This design comes from an exercise in tuning for small area, a short achievable clock period and few clock cycles on the open sky130 flow, not from production work. In this exercise RTL edits were held to simulation tests only and were not proved equivalent to the original. Power and IR drop assume default switching activity.

<file path="flow/standard.sh">
#!/bin/bash
# synth_recipe.tcl (not shown) runs the flow's synth.tcl, then flattens the netlist and writes it again
# the make line also repeats each setting of config.mk as NAME=value (left out here)
make -C /OpenROAD-flow-scripts/flow DESIGN_CONFIG=/design/flow/config.mk WORK_HOME=/design/flow/orfs CLKGATE_MAP_FILE= SYNTH_SCRIPT=/design/flow/synth_recipe.tcl "${@:-finish}"
</file>
<file path="flow/design.v">
module vm_muldiv (
    input  wire        clk,
    input  wire        rst,
    input  wire        start,
    input  wire [1:0]  op,
    input  wire [63:0] a,
    input  wire [63:0] b,
    output wire        done,
    output wire [63:0] result
);
    localparam [1:0] S_IDLE = 2'd0, S_PREP = 2'd1, S_ITER = 2'd2, S_FIN = 2'd3;
    reg  [1:0]  state;
    reg         is_mul, is_div;        
    reg         neg;                   
    reg  [63:0] R;                     
    reg  [63:0] D;                     
    reg  [63:0] Q;                     
    reg  [6:0]  cnt;                   
    function [6:0] lzc64;
        input [63:0] v;
        integer i;
        begin
            lzc64 = 7'd64;
            for (i = 0; i < 64; i = i + 1)
                if (v[i]) lzc64 = 7'd63 - i[6:0];
        end
    endfunction
    wire [63:0] abs_a = a[63] ? (64'd0 - a) : a;
    wire [63:0] abs_b = b[63] ? (64'd0 - b) : b;
    wire [6:0]  lza = lzc64(R);
    wire [6:0]  lzb = lzc64(D);
    wire [6:0]  sdiff = lzb - lza;      
    wire        fin  = (state == S_FIN);
    wire [63:0] vres = is_div ? Q : R;
    wire [63:0] x1 = fin ? 64'd0 : R;
    wire [63:0] y1 = fin ? (neg ? ~vres : vres)
                         : (is_mul ? (Q[0] ? D : 64'd0) : ~D);
    wire        c1 = fin ? neg : !is_mul;
    wire [64:0] t1 = {1'b0, x1} + {1'b0, y1} + {64'd0, c1};
    wire        q1 = t1[64];
    assign done   = fin;
    assign result = t1[63:0];
    always @(posedge clk) begin
        if (rst) begin
            state <= S_IDLE;
        end else begin
            case (state)
                S_IDLE: if (start) begin
                    is_mul <= (op == 2'd0);
                    is_div <= (op == 2'd1);
                    neg    <= (op == 2'd2) ? a[63] : (a[63] ^ b[63]);
                    R      <= abs_a;
                    D      <= abs_b;
                    state  <= S_PREP;
                end
                S_PREP: begin
                    if (is_mul) begin
                        if (lza >= lzb) begin
                            Q <= R;
                        end else begin
                            Q <= D;
                            D <= R;
                        end
                        R <= 64'd0;
                        state <= ((lza == 7'd64) || (lzb == 7'd64)) ? S_FIN : S_ITER;
                    end else begin
                        Q <= 64'd0;
                        if (lza > lzb) begin
                            state <= S_FIN;
                        end else begin
                            D   <= D << sdiff[5:0];
                            cnt <= sdiff;
                            state <= S_ITER;
                        end
                    end
                end
                S_ITER: begin
                    if (is_mul) begin
                        R <= t1[63:0];
                        D <= {D[62:0], 1'b0};
                        Q <= {1'b0, Q[63:1]};
                        if (Q[63:1] == 63'd0) state <= S_FIN;
                    end else begin
                        if (q1) R <= t1[63:0];
                        Q <= {Q[62:0], q1};
                        D <= {1'b0, D[63:1]};
                        cnt <= cnt - 7'd1;
                        if (cnt == 7'd0) state <= S_FIN;
                    end
                end
                default: state <= S_IDLE;    
            endcase
        end
    end
endmodule
module vm_fpu (
    input  wire        clk,
    input  wire        rst,
    input  wire        start,
    input  wire        op,
    input  wire [63:0] a,
    input  wire [63:0] b,
    output wire        done,
    output wire [63:0] result
);
    localparam [63:0] QNAN = 64'h7FF8000000000000;
    localparam [3:0] S_IDLE = 4'd0, S_A2 = 4'd1, S_A3 = 4'd2, S_A4 = 4'd3,
                     S_RND = 4'd4, S_SPEC = 4'd5, S_DSUB = 4'd6, S_DSET = 4'd7,
                     S_DIT = 4'd8, S_DF1 = 4'd9, S_DF2 = 4'd10;
    function [5:0] lzc64;
        input [63:0] v;
        reg   [63:0] x;
        begin
            x = v;
            lzc64 = 6'd0;
            if (x[63:32] == 32'd0) begin lzc64[5] = 1'b1; x = x << 32; end
            if (x[63:48] == 16'd0) begin lzc64[4] = 1'b1; x = x << 16; end
            if (x[63:56] == 8'd0)  begin lzc64[3] = 1'b1; x = x << 8;  end
            if (x[63:60] == 4'd0)  begin lzc64[2] = 1'b1; x = x << 4;  end
            if (x[63:62] == 2'd0)  begin lzc64[1] = 1'b1; x = x << 2;  end
            if (x[63] == 1'b0)     lzc64[0] = 1'b1;
        end
    endfunction
    reg  [3:0]  state;
    reg  [63:0] A, B;           
    reg  [53:0] D;              
    reg  [57:0] Q, QM;          
    reg  [13:0] E;              
    reg         sg;             
    reg         esub;           
    reg         rovf, rzero;    
    reg         dst;            
    reg  [4:0]  cnt;
    wire        sx = a[63], sy = b[63];
    wire [10:0] ex = a[62:52], ey = b[62:52];
    wire        x_nan  = (ex == 11'h7FF) && (a[51:0] != 52'd0);
    wire        y_nan  = (ey == 11'h7FF) && (b[51:0] != 52'd0);
    wire        x_inf  = (ex == 11'h7FF) && (a[51:0] == 52'd0);
    wire        y_inf  = (ey == 11'h7FF) && (b[51:0] == 52'd0);
    wire        x_zero = (a[62:0] == 63'd0);
    wire        y_zero = (b[62:0] == 63'd0);
    reg  [63:0] add_spec;
    reg         add_is_spec;
    always @(*) begin
        add_is_spec = 1'b1;
        add_spec    = 64'd0;
        if (x_nan || y_nan || (x_inf && y_inf && (sx != sy))) add_spec = QNAN;
        else if (x_inf)              add_spec = a;
        else if (y_inf)              add_spec = b;
        else if (x_zero && y_zero)   add_spec = {sx & sy, 63'd0};
        else if (x_zero)             add_spec = b;
        else if (y_zero)             add_spec = a;
        else                         add_is_spec = 1'b0;
    end
    wire        x_ge = (a[62:0] >= b[62:0]);
    wire        d_sign = sx ^ sy;
    reg  [63:0] div_spec;
    reg         div_is_spec;
    always @(*) begin
        div_is_spec = 1'b1;
        div_spec    = 64'd0;
        if (x_nan || y_nan || (x_inf && y_inf)) div_spec = QNAN;
        else if (x_inf)                         div_spec = {d_sign, 11'h7FF, 52'd0};
        else if (y_inf || x_zero)               div_spec = {d_sign, 63'd0};
        else                                    div_is_spec = 1'b0;
    end
    wire        a_sub0 = (ex == 11'd0);
    wire        b_sub0 = (ey == 11'd0);
    wire [10:0] eb = (A[62:52] == 11'd0) ? 11'd1 : A[62:52];
    wire [10:0] es = (B[62:52] == 11'd0) ? 11'd1 : B[62:52];
    wire [55:0] mb = {(A[62:52] != 11'd0), A[51:0], 3'b000};
    wire [55:0] ms = {(B[62:52] != 11'd0), B[51:0], 3'b000};
    wire [11:0] dexp  = {1'b0, eb} - {1'b0, es};
    wire        d_big = (dexp > 12'd55);
    wire [55:0] ms_shr = ms >> dexp[5:0];
    wire        st_al = d_big ? (|ms) : (|(ms & ~({56{1'b1}} << dexp[5:0])));
    wire [55:0] ms_sh = {(d_big ? 55'd0 : ms_shr[55:1]), (d_big ? 1'b0 : ms_shr[0]) | st_al};
    wire [56:0] asum = {1'b0, A[55:0]} + ({1'b0, B[55:0]} ^ {57{esub}}) + {56'd0, esub};
    wire [56:0] nsum   = A[56:0];
    wire [5:0]  nlz    = lzc64({nsum[55:0], 8'hFF});
    wire        n_full = ({5'd0, nlz} < E[10:0]);
    wire [5:0]  nsh    = n_full ? nlz : (E[5:0] - 6'd1);
    wire [55:0] nsig   = nsum[56] ? {nsum[56:2], nsum[1] | nsum[0]} : (nsum[55:0] << nsh);
    wire [10:0] nef    = nsum[56] ? E[10:0] :
                         (n_full ? (E[10:0] - {5'd0, nlz} - 11'd1) : 11'd0);
    wire        novf   = nsum[56] && (E[10:0] == 11'd2046);
    wire        a_sub = (A[62:52] == 11'd0);
    wire        b_sub = (B[62:52] == 11'd0);
    wire [52:0] nm_in  = a_sub ? {1'b0, A[51:0]} : {1'b0, B[51:0]};
    wire [5:0]  nm_lz  = lzc64({nm_in, 11'h7FF});
    wire [52:0] nm_out = nm_in << nm_lz;
    function [57+57+58+58-1:0] srt_step;
        input [56:0] s;
        input [56:0] c;
        input [57:0] q;
        input [57:0] qm;
        input [53:0] d;
        reg   [3:0]  y;
        reg   [56:0] s2, c2, yv;
        reg   [56:0] ns, nc;
        reg          qp, qn;
        begin
            y  = s[55:52] + c[55:52];
            qp = !y[3];                      
            qn = y[3] && (y != 4'b1111);     
            s2 = {s[55:0], 1'b0};
            c2 = {c[55:0], 1'b0};
            yv = qp ? ~{3'b000, d} : (qn ? {3'b000, d} : 57'd0);
            ns = s2 ^ c2 ^ yv;
            nc = (((s2 & c2) | (s2 & yv) | (c2 & yv)) << 1) | {56'd0, qp};
            srt_step = {ns, nc,
                        qn ? {qm[56:0], 1'b1} : {q[56:0], qp},
                        qp ? {q[56:0], 1'b0}  : {qm[56:0], !qn}};
        end
    endfunction
    wire [229:0] st1 = srt_step(A[56:0], B[56:0], Q, QM, D);
    wire [229:0] st2 = srt_step(st1[229:173], st1[172:116], st1[115:58], st1[57:0], D);
    wire [56:0] W      = A[56:0] + B[56:0];
    wire        wneg   = W[56];
    wire        wzero  = (W == 57'd0);
    wire [56:0] Dx     = {3'b000, D};
    wire        wdzero = ((W ^ Dx) == {(W[55:0] | Dx[55:0]), 1'b0});    
    wire [55:0] dsig = Q[57] ? {Q[57:3], Q[2] | Q[1] | Q[0] | dst}
                             : {Q[56:2], Q[1] | Q[0] | dst};
    wire [13:0] dexpv = Q[57] ? E : (E - 14'd1);
    wire        dovf  = !dexpv[13] && (dexpv >= 14'd2047);
    wire        dlow  = dexpv[13] || (dexpv == 14'd0);
    wire [13:0] dsh   = 14'd1 - dexpv;
    wire        dsh_big = (dsh > 14'd57);
    wire [55:0] dsig_sh = dsig >> dsh[5:0];
    wire        dst_sh  = dsh_big ? (|dsig) : (|(dsig & ~({56{1'b1}} << dsh[5:0])));
    wire [55:0] drs   = dlow ? {(dsh_big ? 55'd0 : dsig_sh[55:1]), (dsh_big ? 1'b0 : dsig_sh[0]) | dst_sh}
                             : dsig;
    wire [10:0] def   = dlow ? 11'd0 : (dexpv[10:0] - 11'd1);
    wire [55:0] rs  = A[55:0];
    wire        rup = rs[2] & (rs[1] | rs[0] | rs[3]);
    wire [53:0] rm  = {1'b0, rs[55:3]} + {53'd0, rup};
    wire [10:0] rfield = E[10:0] + {9'd0, rm[53:52]};
    wire [63:0] rres = rzero ? 64'd0 :
                       rovf  ? {sg, 11'h7FF, 52'd0} : {sg, rfield, rm[51:0]};
    assign done   = (state == S_RND) || (state == S_SPEC);
    assign result = (state == S_SPEC) ? A : rres;
    always @(posedge clk) begin
        if (rst) begin
            state <= S_IDLE;
        end else begin
            case (state)
                S_IDLE: if (start) begin
                    if (!op) begin
                        if (add_is_spec) begin
                            A <= add_spec;
                            state <= S_SPEC;
                        end else begin
                            A <= x_ge ? a : b;
                            B <= x_ge ? b : a;
                            state <= S_A2;
                        end
                    end else if (div_is_spec) begin
                        A <= div_spec;
                        state <= S_SPEC;
                    end else if (a_sub0 || b_sub0) begin
                        A <= a;
                        B <= b;
                        E <= 14'd0;
                        state <= S_DSUB;
                    end else begin
                        A  <= {11'd0, 1'b1, a[51:0]};    
                        B  <= 64'd0;
                        D  <= {1'b1, b[51:0], 1'b0};
                        Q  <= 58'd0;
                        QM <= {58{1'b1}};
                        E  <= {3'd0, ex} - {3'd0, ey} + 14'd1023;
                        sg <= d_sign;
                        cnt <= 5'd28;
                        state <= S_DIT;
                    end
                end
                S_A2: begin
                    A[55:0] <= mb;
                    B[55:0] <= ms_sh;
                    E    <= {3'd0, eb};
                    sg   <= A[63];
                    esub <= A[63] ^ B[63];
                    state <= S_A3;
                end
                S_A3: begin
                    A[56:0] <= asum;
                    state <= S_A4;
                end
                S_A4: begin
                    A[55:0]  <= nsig;
                    E[10:0]  <= nef;
                    rovf     <= novf;
                    rzero    <= (nsum == 57'd0);
                    state    <= S_RND;
                end
                S_DSUB: begin
                    if (a_sub) begin
                        A[62:52] <= 11'd1;
                        A[51:0]  <= nm_out[51:0];
                        E <= E - {8'd0, nm_lz};
                    end else if (b_sub) begin
                        B[62:52] <= 11'd1;
                        B[51:0]  <= nm_out[51:0];
                        E <= E + {8'd0, nm_lz};
                    end else begin
                        state <= S_DSET;
                    end
                end
                S_DSET: begin
                    A  <= {11'd0, 1'b1, A[51:0]};
                    B  <= 64'd0;
                    D  <= {1'b1, B[51:0], 1'b0};
                    Q  <= 58'd0;
                    QM <= {58{1'b1}};
                    E  <= E + {3'd0, A[62:52]} - {3'd0, B[62:52]} + 14'd1023;
                    sg <= A[63] ^ B[63];
                    cnt <= 5'd28;
                    state <= S_DIT;
                end
                S_DIT: begin
                    A[56:0] <= st2[229:173];
                    B[56:0] <= st2[172:116];
                    Q  <= st2[115:58];
                    QM <= st2[57:0];
                    cnt <= cnt - 5'd1;
                    if (cnt == 5'd0) state <= S_DF1;
                end
                S_DF1: begin
                    Q   <= wneg ? QM : Q;
                    dst <= wneg ? !wdzero : !wzero;
                    state <= S_DF2;
                end
                S_DF2: begin
                    A[55:0] <= drs;
                    E[10:0] <= def;
                    rovf    <= dovf;
                    rzero   <= 1'b0;
                    state   <= S_RND;
                end
                default: state <= S_IDLE;    
            endcase
        end
    end
endmodule
module vm_core (
    input  wire        clk,
    input  wire        rst,
    input  wire [15:0] code_len,
    input  wire [16:0] pool_len,
    output wire [15:0] imem_addr,
    input  wire [63:0] imem_data,
    output wire [15:0] cp_index,
    input  wire [1:0]  cp_kind,
    input  wire [63:0] cp_value,
    input  wire [15:0] cp_window,
    input  wire [15:0] cp_nret,
    output reg         emit_valid,
    output reg         emit_ret,
    output reg  [1:0]  emit_tag,
    output reg  [63:0] emit_data,
    output reg         halted,
    output reg  [2:0]  res_kind,
    output reg  [15:0] res_ip,
    output reg  [2:0]  res_depth
);
    localparam RF_SIZE = 16;
    localparam [1:0] T_INV = 2'd0, T_INT = 2'd1, T_FLT = 2'd2;
    localparam [1:0] K_JMP = 2'd2;
    localparam [2:0] R_NORMAL = 3'd0, F_LOAD = 3'd1, F_INDEX = 3'd2,
                     F_TYPE = 3'd3, F_ARITH = 3'd4, F_STACK = 3'd5,
                     F_DECODE = 3'd6;
    localparam [2:0] P_CHECK = 3'd0, P_RUN = 3'd1, P_MD = 3'd2, P_FP = 3'd3,
                     P_COPY = 3'd4, P_RETOUT = 3'd5, P_HALT = 3'd6;
    function legal_op;
        input [7:0] o;
        begin
            case (o)
                8'h00, 8'h01, 8'h02,
                8'h10, 8'h11, 8'h12, 8'h13, 8'h14, 8'h15,
                8'h20, 8'h21, 8'h30, 8'h31,
                8'h40, 8'h41, 8'h42, 8'h44, 8'h45, 8'h46,
                8'h48, 8'h49, 8'h4A, 8'h4C, 8'h4D, 8'h4E,
                8'h50, 8'h51: legal_op = 1'b1;
                default:      legal_op = 1'b0;
            endcase
        end
    endfunction
    function [15:0] onehot4;
        input [3:0] s;
        begin
            onehot4 = 16'd1 << s;
        end
    endfunction
    reg [2:0]  phase;
    reg [15:0] cl;                  
    reg [16:0] pl;                  
    reg [1:0]  rf_tag  [0:RF_SIZE-1];
    reg [63:0] rf_data [0:RF_SIZE-1];
    reg [1:0]  dep;                 
    reg [4:0]  fbase, fsize, fnret, fretdst;
    reg [15:0] fcbase;
    reg [15:0] s_ip     [0:2];
    reg [4:0]  s_base   [1:2];
    reg [4:0]  s_size   [1:2];
    reg [4:0]  s_nret   [1:2];
    reg [4:0]  s_retdst [1:2];
    reg [15:0] s_cbase  [1:2];
    reg [15:0] pc;                  
    reg        ir_v;
    reg [63:0] ir;
    reg [15:0] ip_f;                
    reg [15:0] cpi;                 
    reg        ir_last;             
    reg        ir_end;              
    reg [15:0] selP, selQ, selW;    
    reg        x_v;
    reg [7:0]  x_op;
    reg [15:0] x_ip;
    reg        x_end;
    reg [63:0] x_a, x_b;            
    reg [1:0]  x_ta, x_tb;          
    reg [15:0] x_selW;
    reg        x_rbad;              
    reg        x_cbad;              
    reg        x_taken;             
    reg        x_jconst;            
    reg [15:0] x_jt;                
    reg [16:0] x_jlo;               
    reg        x_jhi;               
    reg [15:0] x_ca, x_cb;          
    reg        x_khi0;              
    reg [4:0]  x_kwin, x_knret;     
    reg [15:0] csrc, cdst;          
    reg [4:0]  cleft;
    wire [63:0] fw   = imem_data;
    wire [7:0]  fop  = fw[7:0];
    wire        f_jmp  = (fop[7:4] == 4'h4) && (fop[1:0] != 2'b11);
    wire        f_usea = (fop == 8'h01) || (f_jmp && fop[1:0] != 2'b00);
    wire [3:0]  f_sa = fbase[3:0] + fw[11:8];
    wire [3:0]  f_sb = fbase[3:0] + fw[27:24];
    wire [3:0]  f_sc = fbase[3:0] + fw[43:40];
    wire [15:0] f_cidx = (fop == 8'h50) ? fw[55:40] :
                         (f_jmp && fop[1:0] == 2'b00) ? fw[23:8] : fw[47:32];
    wire [15:0] pc_inc = pc + 16'd1;
    assign imem_addr = pc;
    assign cp_index  = cpi;
    wire [7:0]  op  = ir[7:0];
    wire [55:0] arg = ir[63:8];
    wire [23:0] ba  = ir[31:8];
    wire [31:0] bb  = ir[63:32];
    wire [15:0] ca  = ir[23:8];
    wire [15:0] cb  = ir[39:24];
    wire [15:0] cc  = ir[55:40];
    wire is_jump = (op[7:4] == 4'h4) && (op[1:0] != 2'b11);
    wire j_rel   = op[3];
    wire j_const = op[2];
    wire j_cond  = (op[1:0] != 2'b00);
    wire cidx_hi  = (op == 8'h50) ? 1'b0 :
                    (is_jump && !j_cond) ? (arg[55:16] != 40'd0) :
                                           (bb[31:16] != 16'd0);
    wire cidx_bad = cidx_hi || ({1'b0, cpi} >= pl);
    reg chk_cidx;
    always @(*) begin
        case (op)
            8'h02, 8'h45, 8'h46, 8'h4D, 8'h4E: chk_cidx = 1'b1;
            8'h44, 8'h4C, 8'h50:               chk_cidx = 1'b1;
            default:                           chk_cidx = 1'b0;
        endcase
    end
    wire bad_a   = (ca[15:5] != 11'd0) || (ca[4:0] >= fsize);
    wire bad_b   = (cb[15:5] != 11'd0) || (cb[4:0] >= fsize);
    wire bad_c   = (cc[15:5] != 11'd0) || (cc[4:0] >= fsize);
    wire bad_ba  = (ba[23:5] != 19'd0) || (ba[4:0] >= fsize);
    wire bad_arg = (arg[55:5] != 51'd0) || (arg[4:0] >= fsize);
    reg  rbad;
    always @(*) begin
        case (op)
            8'h01:                              rbad = bad_arg;
            8'h02, 8'h41, 8'h42, 8'h45, 8'h46,
            8'h49, 8'h4A, 8'h4D, 8'h4E:         rbad = bad_ba;
            8'h15:                              rbad = bad_a | bad_b;
            8'h10, 8'h11, 8'h12, 8'h13, 8'h14,
            8'h20, 8'h21, 8'h30, 8'h31:         rbad = bad_a | bad_b | bad_c;
            default:                            rbad = 1'b0;
        endcase
    end
    reg  [16:0] j_lo;
    reg         j_hi_ok;
    always @(*) begin
        if (!j_cond) begin
            if (j_rel) begin
                j_lo    = arg[16:0];
                j_hi_ok = (arg[55:16] == 40'd0) || (arg[55:16] == {40{1'b1}});
            end else begin
                j_lo    = {1'b0, arg[15:0]};
                j_hi_ok = (arg[55:16] == 40'd0);
            end
        end else begin
            if (j_rel) begin
                j_lo    = bb[16:0];
                j_hi_ok = (bb[31:16] == 16'd0) || (bb[31:16] == 16'hFFFF);
            end else begin
                j_lo    = {1'b0, bb[15:0]};
                j_hi_ok = (bb[31:16] == 16'd0);
            end
        end
    end
    wire [15:0] j_base   = j_rel ? pc : fcbase;            
    wire [17:0] j_target = {2'b00, j_base} + {j_lo[16], j_lo};
    wire        copying = (phase == P_COPY) || (phase == P_RETOUT);
    wire [15:0] rselP = copying ? csrc : selP;
    reg  [63:0] vP, vQ;
    reg  [1:0]  tP, tQ;
    integer k;
    always @(*) begin
        vP = 64'd0; vQ = 64'd0; tP = 2'd0; tQ = 2'd0;
        for (k = 0; k < RF_SIZE; k = k + 1) begin
            vP = vP | (rf_data[k] & {64{rselP[k]}});
            tP = tP | (rf_tag[k]  & {2{rselP[k]}});
            vQ = vQ | (rf_data[k] & {64{selQ[k]}});
            tQ = tQ | (rf_tag[k]  & {2{selQ[k]}});
        end
    end
    reg        w_en;
    reg [15:0] w_oh;
    reg [1:0]  w_tag;
    reg [63:0] w_data;
    wire       fwdP = w_en && ((w_oh & selP) != 16'd0);
    wire       fwdQ = w_en && ((w_oh & selQ) != 16'd0);
    wire [63:0] rP  = fwdP ? w_data : vP;
    wire [1:0]  rtP = fwdP ? w_tag  : tP;
    wire [63:0] rQ  = fwdQ ? w_data : vQ;
    wire [1:0]  rtQ = fwdQ ? w_tag  : tQ;
    wire        r_guard = (vP != 64'd0);
    wire        r_taken = !j_cond || (op[0] ? r_guard : !r_guard);
    wire        r_haz   = is_jump && j_cond && fwdP;
    wire xo_add = (x_op == 8'h10);
    wire xo_neg = (x_op == 8'h15);
    wire xo_flt = (x_op == 8'h31);
    wire [63:0] alu_x = xo_neg ? 64'd0 : (xo_flt ? {1'b0, x_a[62:0]} : x_a);
    wire [63:0] alu_y = xo_add ? x_b : (xo_neg ? ~x_a : (xo_flt ? ~{1'b0, x_b[62:0]} : ~x_b));
    wire [63:0] alu_s = alu_x + alu_y + {63'd0, !xo_add};
    wire        lt_res = (x_a[63] != x_b[63]) ? x_a[63] : alu_s[63];
    wire fb_nan = (x_a[62:52] == 11'h7FF) && (x_a[51:0] != 52'd0);
    wire fc_nan = (x_b[62:52] == 11'h7FF) && (x_b[51:0] != 52'd0);
    wire f_bothzero = (x_a[62:0] == 63'd0) && (x_b[62:0] == 63'd0);
    wire f_eqmag = (x_a[62:0] == x_b[62:0]);
    reg  flt_res;
    always @(*) begin
        if (fb_nan || fc_nan || f_bothzero)
            flt_res = 1'b0;
        else if (x_a[63] != x_b[63])
            flt_res = x_a[63];
        else if (!x_a[63])
            flt_res = alu_s[63];                   
        else
            flt_res = !alu_s[63] && !f_eqmag;      
    end
    wire [17:0] xj_t  = x_jconst ? ({2'b00, x_jt} + {x_jlo[16], x_jlo}) : {2'b00, x_jt};
    wire        xj_ok = x_jhi && (xj_t[17:16] == 2'b00) && (xj_t[15:0] < cl);
    wire [16:0] run_end  = {1'b0, x_cb} + {1'b0, x_ca};
    wire        run_bad  = (x_ca != 16'd0) && (run_end > {12'd0, fsize});
    wire [4:0]  call_nb  = fbase + fsize;
    wire [5:0]  call_top = {1'b0, call_nb} + {1'b0, x_kwin};
    wire [4:0]  c_base   = (dep == 2'd1) ? 5'd0 : s_base[dep == 2'd3 ? 2 : 1];
    wire [4:0]  c_size   = (dep == 2'd1) ? 5'd8 : s_size[dep == 2'd3 ? 2 : 1];
    wire [16:0] rdst_end = {12'd0, fretdst} + {1'b0, x_ca};
    wire [4:0]  sat_cb   = (x_cb > 16'd17) ? 5'd17 : x_cb[4:0];
    wire [15:0] x_ipn    = x_ip + 16'd1;
    wire        xrun  = (phase == P_RUN) && x_v && !x_end;
    wire        md_go = xrun && (x_op == 8'h12 || x_op == 8'h13 || x_op == 8'h14);
    wire        fp_go = xrun && (x_op == 8'h20 || x_op == 8'h21);
    wire        md_done, fp_done;
    wire [63:0] md_result, fp_result;
    vm_muldiv u_muldiv (
        .clk(clk), .rst(rst), .start(md_go),
        .op(x_op == 8'h12 ? 2'd0 : (x_op == 8'h13 ? 2'd1 : 2'd2)),
        .a(x_a), .b(x_b), .done(md_done), .result(md_result)
    );
    vm_fpu u_fpu (
        .clk(clk), .rst(rst), .start(fp_go), .op(x_op[0]),
        .a(x_a), .b(x_b), .done(fp_done), .result(fp_result)
    );
    reg [2:0] x_fault;
    always @(*) begin
        x_fault = 3'd0;
        if (!legal_op(x_op)) begin
            x_fault = F_DECODE;
        end else begin
            case (x_op)
                8'h00: ;
                8'h01: begin
                    if (x_rbad) x_fault = F_INDEX;
                    else if (x_ta != T_INT && x_ta != T_FLT) x_fault = F_TYPE;
                end
                8'h02: begin
                    if (x_rbad) x_fault = F_INDEX;
                    else if (x_cbad) x_fault = F_INDEX;
                    else if (x_tb[1]) x_fault = F_TYPE;
                end
                8'h10, 8'h11, 8'h12, 8'h13, 8'h14, 8'h30: begin
                    if (x_rbad) x_fault = F_INDEX;
                    else if (x_ta != T_INT || x_tb != T_INT) x_fault = F_TYPE;
                    else if ((x_op == 8'h13 || x_op == 8'h14) && x_b == 64'd0) x_fault = F_ARITH;
                end
                8'h15: begin
                    if (x_rbad) x_fault = F_INDEX;
                    else if (x_ta != T_INT) x_fault = F_TYPE;
                end
                8'h20, 8'h21, 8'h31: begin
                    if (x_rbad) x_fault = F_INDEX;
                    else if (x_ta != T_FLT || x_tb != T_FLT) x_fault = F_TYPE;
                    else if (x_op == 8'h21 && x_b[62:0] == 63'd0) x_fault = F_ARITH;
                end
                8'h50: begin
                    if (run_bad) x_fault = F_INDEX;
                    else if (x_cbad) x_fault = F_INDEX;
                    else if (x_tb != K_JMP) x_fault = F_TYPE;
                    else if (!x_khi0 || x_jt >= cl) x_fault = F_INDEX;
                    else if (x_ca > {11'd0, x_kwin}) x_fault = F_INDEX;
                    else if (dep == 2'd3) x_fault = F_STACK;
                    else if (call_top > 6'd16) x_fault = F_STACK;
                end
                8'h51: begin
                    if (run_bad) x_fault = F_INDEX;
                    else if (dep != 2'd0) begin
                        if ({11'd0, fnret} != x_ca) x_fault = F_INDEX;
                        else if (x_ca != 16'd0 && rdst_end > {12'd0, c_size}) x_fault = F_INDEX;
                    end
                end
                default: begin  
                    if (x_op[1:0] != 2'b00 && x_rbad) x_fault = F_INDEX;
                    else if (x_op[2] && x_cbad) x_fault = F_INDEX;
                    else if (x_op[1:0] != 2'b00 && x_ta != T_INT) x_fault = F_TYPE;
                    else if (x_op[2] && x_tb != K_JMP) x_fault = F_TYPE;
                    else if (x_taken && !xj_ok) x_fault = F_INDEX;
                end
            endcase
        end
    end
    wire x_single = !(x_op == 8'h12 || x_op == 8'h13 || x_op == 8'h14 ||
                      x_op == 8'h20 || x_op == 8'h21 || x_op == 8'h50 || x_op == 8'h51);
    wire x_free = ((phase == P_RUN) && (!x_v || x_single)) ||
                  ((phase == P_MD) && md_done) ||
                  ((phase == P_FP) && fp_done);
    wire r_go = (phase == P_RUN || phase == P_MD || phase == P_FP) &&
                ir_v && x_free && !r_haz;
    wire r_jump  = r_go && is_jump && r_taken;
    wire f_load  = (phase == P_CHECK) || (!ir_v || r_go);
    always @(*) begin
        w_en   = 1'b0;
        w_oh   = x_selW;
        w_tag  = T_INT;
        w_data = alu_s;
        case (phase)
            P_RUN: begin
                w_en = xrun && (x_op == 8'h02 || x_op == 8'h10 || x_op == 8'h11 ||
                                x_op == 8'h15 || x_op == 8'h30 || x_op == 8'h31);
                case (x_op)
                    8'h02: begin w_tag = x_tb[0] ? T_FLT : T_INT; w_data = x_b; end
                    8'h30: w_data = {63'd0, lt_res};
                    8'h31: w_data = {63'd0, flt_res};
                    default: ;
                endcase
            end
            P_MD: begin
                w_en = md_done; w_data = md_result;
            end
            P_FP: begin
                w_en = fp_done; w_tag = T_FLT; w_data = fp_result;
            end
            P_COPY: begin
                w_en = 1'b1; w_oh = cdst; w_tag = tP; w_data = vP;
            end
            default: ;
        endcase
    end
    wire        call_ok = xrun && (x_op == 8'h50) && (x_fault == 3'd0);
    reg [RF_SIZE-1:0] clr;
    always @(*) begin
        for (k = 0; k < RF_SIZE; k = k + 1)
            clr[k] = call_ok &&
                     ({1'b0, k[4:0]} >= {1'b0, call_nb}) &&
                     ({1'b0, k[4:0]} < call_top);
    end
    always @(posedge clk) begin
        for (k = 0; k < RF_SIZE; k = k + 1) begin
            if (rst)
                rf_tag[k] <= T_INV;
            else if (w_en && w_oh[k])
                rf_tag[k] <= w_tag;
            else if (clr[k])
                rf_tag[k] <= T_INV;
            if (w_en && w_oh[k])
                rf_data[k] <= w_data;
        end
    end
    task halt_with;
        input [2:0]  kind;
        input [15:0] at;
        input [2:0]  d;
        begin
            phase     <= P_HALT;
            halted    <= 1'b1;
            res_kind  <= kind;
            res_ip    <= at;
            res_depth <= d;
        end
    endtask
    always @(posedge clk) begin
        cl <= code_len;
        pl <= pool_len;
        emit_valid <= 1'b0;
        emit_ret   <= 1'b0;
        if (rst) begin
            phase   <= P_CHECK;
            pc      <= 16'd0;
            ir_v    <= 1'b0;
            x_v     <= 1'b0;
            halted  <= 1'b0;
            res_kind  <= R_NORMAL;
            res_ip    <= 16'd0;
            res_depth <= 3'd0;
            dep     <= 2'd0;
            fbase   <= 5'd0;
            fsize   <= 5'd8;
            fcbase  <= 16'd0;
        end else begin
            if (phase != P_HALT && f_load) begin
                ir      <= imem_data;
                ir_v    <= 1'b1;
                ip_f    <= pc;
                cpi     <= f_cidx;
                ir_last <= (pc_inc == cl);
                ir_end  <= (pc >= cl);
                selP    <= onehot4(f_usea ? f_sa : f_sb);
                selQ    <= onehot4(f_sc);
                selW    <= onehot4(f_sa);
                pc      <= (phase == P_CHECK && pc_inc == cl) ? 16'd0 : pc_inc;
            end
            if (r_go) begin
                x_v     <= 1'b1;
                x_op    <= op;
                x_ip    <= ip_f;
                x_end   <= ir_end;
                x_a     <= rP;
                x_ta    <= rtP;
                x_b     <= (op == 8'h02) ? cp_value : rQ;
                x_tb    <= (op == 8'h02 || op == 8'h50 || (is_jump && j_const)) ? cp_kind : rtQ;
                x_selW  <= selW;
                x_rbad  <= rbad;
                x_cbad  <= cidx_bad;
                x_taken <= is_jump && r_taken;
                x_jconst <= j_const;
                x_jt    <= (op == 8'h50) ? cp_value[15:0] :
                           j_const ? j_base : j_target[15:0];
                x_jlo   <= cp_value[16:0];
                x_jhi   <= j_const ? ((cp_value[63:16] == 48'd0) || (cp_value[63:16] == {48{1'b1}}))
                                   : (j_hi_ok && (j_target[17:16] == 2'b00));
                x_ca    <= ca;
                x_cb    <= cb;
                x_khi0  <= (cp_value[63:16] == 48'd0);
                x_kwin  <= (cp_window > 16'd17) ? 5'd17 : cp_window[4:0];
                x_knret <= (cp_nret > 16'd17) ? 5'd17 : cp_nret[4:0];
                if (r_jump) begin
                    ir_v <= 1'b0;
                    if (!j_const) pc <= j_target[15:0];
                end
            end else if (x_free) begin
                x_v <= 1'b0;
            end
            case (phase)
                P_CHECK: begin
                    if (cl == 16'd0) begin
                        halt_with(F_LOAD, 16'd0, 3'd0);
                    end else if (ir_v) begin
                        if (!legal_op(op) || (chk_cidx && cidx_bad))
                            halt_with(F_LOAD, ip_f, 3'd0);
                        else if (ir_last)
                            phase <= P_RUN;
                    end
                end
                P_RUN: if (x_v) begin
                    if (x_end) begin
                        halt_with(R_NORMAL, x_ip, {1'b0, dep} + 3'd1);
                    end else if (x_fault != 3'd0) begin
                        halt_with(x_fault, x_ip, {1'b0, dep} + 3'd1);
                    end else begin
                        case (x_op)
                            8'h01: begin
                                emit_valid <= 1'b1;
                                emit_tag   <= x_ta;
                                emit_data  <= x_a;
                            end
                            8'h12, 8'h13, 8'h14: phase <= P_MD;
                            8'h20, 8'h21:        phase <= P_FP;
                            8'h50: begin
                                s_ip[dep] <= x_ipn;
                                if (dep != 2'd0) begin
                                    s_base[dep]   <= fbase;
                                    s_size[dep]   <= fsize;
                                    s_cbase[dep]  <= fcbase;
                                    s_nret[dep]   <= fnret;
                                    s_retdst[dep] <= fretdst;
                                end
                                dep     <= dep + 2'd1;
                                fbase   <= call_nb;
                                fsize   <= x_kwin;
                                fcbase  <= x_jt;
                                fnret   <= x_knret;
                                fretdst <= sat_cb;
                                pc      <= x_jt;
                                ir_v    <= 1'b0;
                                x_v     <= 1'b0;
                                csrc    <= onehot4(fbase[3:0] + x_cb[3:0]);
                                cdst    <= onehot4(call_nb[3:0]);
                                cleft   <= x_ca[4:0];
                                if (x_ca != 16'd0) phase <= P_COPY;
                            end
                            8'h51: begin
                                csrc  <= onehot4(fbase[3:0] + x_cb[3:0]);
                                cleft <= x_ca[4:0];
                                x_v   <= 1'b0;
                                if (dep == 2'd0) begin
                                    if (x_ca == 16'd0)
                                        halt_with(R_NORMAL, x_ip, 3'd1);
                                    else
                                        phase <= P_RETOUT;
                                end else begin
                                    cdst  <= onehot4(c_base[3:0] + fretdst[3:0]);
                                    dep   <= dep - 2'd1;
                                    pc    <= s_ip[dep - 2'd1];
                                    ir_v  <= 1'b0;
                                    if (dep == 2'd1) begin
                                        fbase  <= 5'd0;
                                        fsize  <= 5'd8;
                                        fcbase <= 16'd0;
                                    end else begin
                                        fbase   <= s_base[dep - 2'd1];
                                        fsize   <= s_size[dep - 2'd1];
                                        fcbase  <= s_cbase[dep - 2'd1];
                                        fnret   <= s_nret[dep - 2'd1];
                                        fretdst <= s_retdst[dep - 2'd1];
                                    end
                                    if (x_ca != 16'd0) phase <= P_COPY;
                                end
                            end
                            default: begin
                                if (x_taken && x_jconst) begin
                                    pc   <= xj_t[15:0];
                                    ir_v <= 1'b0;
                                end
                            end
                        endcase
                    end
                end
                P_MD: if (md_done) phase <= P_RUN;
                P_FP: if (fp_done) phase <= P_RUN;
                P_COPY: begin
                    csrc  <= {csrc[14:0], csrc[15]};
                    cdst  <= {cdst[14:0], cdst[15]};
                    cleft <= cleft - 5'd1;
                    if (cleft == 5'd1) phase <= P_RUN;
                end
                P_RETOUT: begin
                    emit_valid <= 1'b1;
                    emit_ret   <= 1'b1;
                    emit_tag   <= tP;
                    emit_data  <= vP;
                    csrc  <= {csrc[14:0], csrc[15]};
                    cleft <= cleft - 5'd1;
                    if (cleft == 5'd1)
                        halt_with(R_NORMAL, x_ip, 3'd1);
                end
                default: ;  
            endcase
        end
    end
endmodule
</file>
<file path="flow/flow/run.sh">
#!/bin/bash
set -euo pipefail
bash standard.sh synth > synth.log 2>&1
bash standard.sh SETUP_SLACK_MARGIN=20 finish > layout.log 2>&1
</file>
<file path="flow/config.mk">
export PLATFORM = sky130hd
export DESIGN_NAME = vm_core
export DESIGN_NICKNAME = vm_core
export VERILOG_FILES = /design/flow/design.v
export SDC_FILE = /design/flow/constraint.sdc
export NUM_CORES = 8
export LEC_CHECK = 0
export CAP_MARGIN = 20
export CORE_MARGIN = 2
export CORE_UTILIZATION = 30
export PLACE_DENSITY = 0.45
export SLEW_MARGIN = 20
</file>
<file path="flow/constraint.sdc">
create_clock -name core_clock -period 28.0 [get_ports {clk}]
set_input_delay 5.6000 -clock core_clock [delete_from_list [all_inputs] [get_ports {clk}]]
set_output_delay 5.6000 -clock core_clock [all_outputs]
set_load 0.01 [all_outputs]
</file>
==> summary.txt <==
-- cells in the final DEF (no fill, tap or decap), drive strengths merged, types with 318 or more instances in the layout --
master	count
a21oi	1427
a221oi	447
a22oi	719
buf	852
clkbuf	373
clkdlybuf4s50	318
edfxtp	2178
ha	626
inv	682
mux2i	766
nand2	1765
nand3	545
nor2	1429
o21ai	1253
xnor2	491
-- power by group through the flow --
stage | combinational (mW) | sequential [mW] | clock, mW
4_1_cts | 6.05 | 5.37 | 3.89
3_5_place_dp | 6.02 | 5.44 | 0
5_1_grt | 6.48 | 5.43 | 4.01
3_3_place_gp | 6.02 | 5.44 | 0
2_1_floorplan | 3.16 | 5.26 | 0
6_report | 6.33 | 5.40 | 3.86
-- cell type report --
cell class / instances / area share
well taps: 7506 / 0.0479
repair buffers: 1176 / 0.0520
multi-input cells: 13900 / 0.489
inverters: 680 / 0.0135
clock inverters: 147 / 0.00794
diodes: 83 / 0.00106
flip-flops and latches: 2325 / 0.349
clock buffers: 368 / 0.0397
-- stage by stage --
stage	util	instance area, um2
6_report	0.347	196000
5_1_grt	0.346	196000
4_1_cts	0.345	195000
3_5_place_dp	0.327	185000
3_3_place_gp	0.326	184000
2_1_floorplan	-	171000
-- logic make-up (layout without fill, tap and decap cells) --
| logic type | after synthesis | count (layout) | synth area share |
|---|---|---|---|
| AO/OA/AOI/OAI | 6077 | 6080 | 0.237 |
| XOR/XNOR | 780 | 780 | 0.0401 |
| adder cells (fa/ha/maj) | 773 | 773 | 0.0631 |
| buffers and inverters | 2181 | 2371 | 0.0487 |
| flip-flops | 2325 | 2325 | 0.401 |
| multiplexers | 1002 | 1002 | 0.0674 |
| other | 0 | 83 | 0 |
| AND/OR/NAND/NOR | 5274 | 5277 | 0.143 |
-- routing by layer --
metal | up-vias | wire length [um] | track usage
met5 | - | 691 | 0.000834
met4 | 90 | 91700 | 0.247
met3 | 3033 | 126000 | 0.114
met2 | 12200 | 436000 | 0.509
met1 | 85300 | 410000 | 0.449
li1 | 70000 | - | -
-- final timing paths --
check,startpoint,end
worst min register to register,selW[2],x_selW[2]
worst max-delay path,u_fpu.A[4],x_b[53]
worst max register to register,u_fpu.A[4],x_b[53]
worst min-delay path,selW[2],x_selW[2]
-- timing repair --
| item | in CTS | in global routing |
|---|---|---|
| pin swaps | 9 | 8 |
| gates resized for setup | 130 | 137 |
| hold endpoints to repair | 0 | 0 |
| gates cloned | 4 | 6 |
| setup endpoints to repair | 630 | 526 |
| setup buffers | 22 | 27 |
-- synthesized netlist by cell type, drive strengths merged, types with 34 or more instances --
library cell / instances
edfxtp: 2178
nand2: 1765
nor2: 1428
a21oi: 1425
o21ai: 1252
clkbuf: 1220
mux2i: 766
a22oi: 719
inv: 670
ha: 626
nand3: 544
xnor2: 491
a221oi: 447
a211oi: 297
a22o: 294
nor3: 293
xor2: 289
buf: 281
a21o: 266
nand4: 245
o22ai: 190
a31oi: 168
nor4: 167
dfxtp: 147
fa: 145
mux2: 133
nor2b: 133
and3: 130
and2: 125
nand2b: 122
o31ai: 122
o211ai: 111
or3: 105
mux4: 103
o21bai: 102
o21a: 87
o221ai: 79
or4: 52
or2: 51
a2111oi: 42
o2111ai: 37
a21boi: 35
a311oi: 34
-- worst reg2reg max path, stage by stage (launching register included) --
cell and delay [ns]:
edfxtp_1 0.81, buf_4 0.49, ha_1 0.33, nand2_1 0.10, nor2_1 0.37, and3_1 0.31
and2_1 0.23, nand2b_1 0.27, nor4_1 0.27, buf_4 0.22, nand4_1 0.13, xnor2_1 0.19
ha_1 0.19, inv_1 0.06, fa_1 0.45, nor2b_1 0.14, nor3_1 0.17, a21oi_1 0.11
o21ai_0 0.85, o21ai_0 0.53, and3_1 0.29, o22ai_1 0.19, buf_4 0.31, o21ai_0 0.14
a21oi_1 0.71
==> out/qor.csv <==
metric;value;unit
clk_pin_slew_worst_paths;0.08;ns
port-buffer-count;319;
required;28.68;ns
top_register;rf_data;
fill_cells;58000;
nNetsFinal;19400;
power.total;15.6;mW
hp-class;reg2reg;
comb_power_share;0.406;
num_vias;171000;
viasPerCell;6.51;
syn_avg_cell_area;9.26;um2
clock_latency;1.05;ns
yosysSeqAreaShare;0.401;
worst-r2r-cell-count;24;
stdcell_count;26200;
ir_drop;0.0623;mV
dr.pass1.iters;10;
die_x;758;um
cts_tree;built;
routabilityCongestion;1.09;
syn_area;170000;um2
yosysUniqueCellTypes;111;
setup_viol;0;
rows;276;
cp.depth;24;
cts_sinks;2325;
grt_pass1_vias;156000;
startpoint_type;register;
synth_nets;19400;
seq_power_share;0.346;
die_h;758;um
antenna_found_initial;151;
whs_path_depth;0;
crit_chain;buf_4 > ha_1 > nand2_1 > nor2_1 > and3_1 > and2_1 > nand2b_1 > nor4_1 > buf_4 > nand4_1 > xnor2_1 > ha_1 > inv_1 > fa_1 > nor2b_1 > nor3_1 > a21oi_1 > o21ai_0 > o21ai_0 > and3_1 > o22ai_1 > buf_4 > o21ai_0 > a21oi_1;
syn_to_final_growth;15.0;%
h-tree-depth;5;
holdBufCountCts;0;
reg2reg_slack;19.80;ns
synth_top_area_share;0.384;
ys.flop_type;edfxtp_1;
io_pins;320;
rsz0062_at_grt;true;
async_reset_ff_frac;0;
p_leak;69.8;nW
dpl.hpwl;767000;um
seqCellArea;68400;um2
fin_tns_setup;0;ns
p_clk_frac;0.247;
place_ws;18.17;ns
die_area;574000;um2
netSwitchingFraction;0.433;
coreArea;565000;um2
grt_pass1_wl;1410000;um
fin_ws;19.80;ns
clockBufferDepth;4;
status;no timing/DRC/antenna violations;
slew_headroom;0.0590;
synthTopCellsByArea;edfxtp_1, ha_1, mux2i_1, a21oi_1, nand2_1;
cp_slowest_cell;o21ai_0;
wl_per_cell;40.6;um
drt-total-wl;1060000;um
holdWs;0.419;ns
cts_buffers;291;
synth_top_area_cell;edfxtp_1;
drt_iter0_drc;27000;
synth_seq_cells;2325;
crit_path_max_incr_delay;0.85;ns
placed_cells;25500;
largest_reg_flops;1024;
grt_max_degree;156;
gr-total-overflow;0;
fmax;122;MHz
yosys_warnings;5;
initial_utilization;0.301;
route.detailed.drc;0;
drive_gt1_frac;0.105;
drtAntennaViolNets;0;
power_switching;6.75;mW
period_minus_slack;8.20;ns
drv_slew;0;
hold_violations;0;
worstSetupPathType;reg2reg;
crit_buf_inv;4;
path_delay_family;compound AO/OA/AOI/OAI gates;
syn_inst;18400;
crit_path_end_kind;register;
finalCritPeriodShare;0.293;
critPathMaxFanout;18;
power_density;79.5;nW/um2
arrival;8.88;ns
intPower;8.84;mW
root_buffer;clkbuf_16;
multi_input_area;95800;um2
worstMarginPinSlew;1.40;ns
synth_edf_count;2178;
grt_usage;0.355;
cap_violations;0;
clock_skew;0.0912;ns
Testbench counts, summed over its fixed seeds: cycles 118,626.

[re-timing with driven ports]
How much do the figures lean on ideal ports? The routed layout below was timed once more, with nothing changed but the port constraints.
Step 1, drivers: a clkbuf_16 drives clk and a buf_2 each remaining input, both assumed.
Step 2 also shifts input and output timing later by t, the mid clock arrival at the registers, as if the neighbouring blocks saw the same clock.
a / b / c = no drivers / after step 1 / after step 2; a / b = the first two.
t (ns): 1.134
setup WS [ns]: 19.803 / 19.803 / 18.986
worst setup path after step 2: input to register
clock arrival spread, ns: 0.107 / 0.107
cell pins on the clock port's net: 1
After both steps this run still meets setup and hold. For this run, drivers alone change the setup slack by 0.000 ns; drivers and shift together by -0.817 ns.
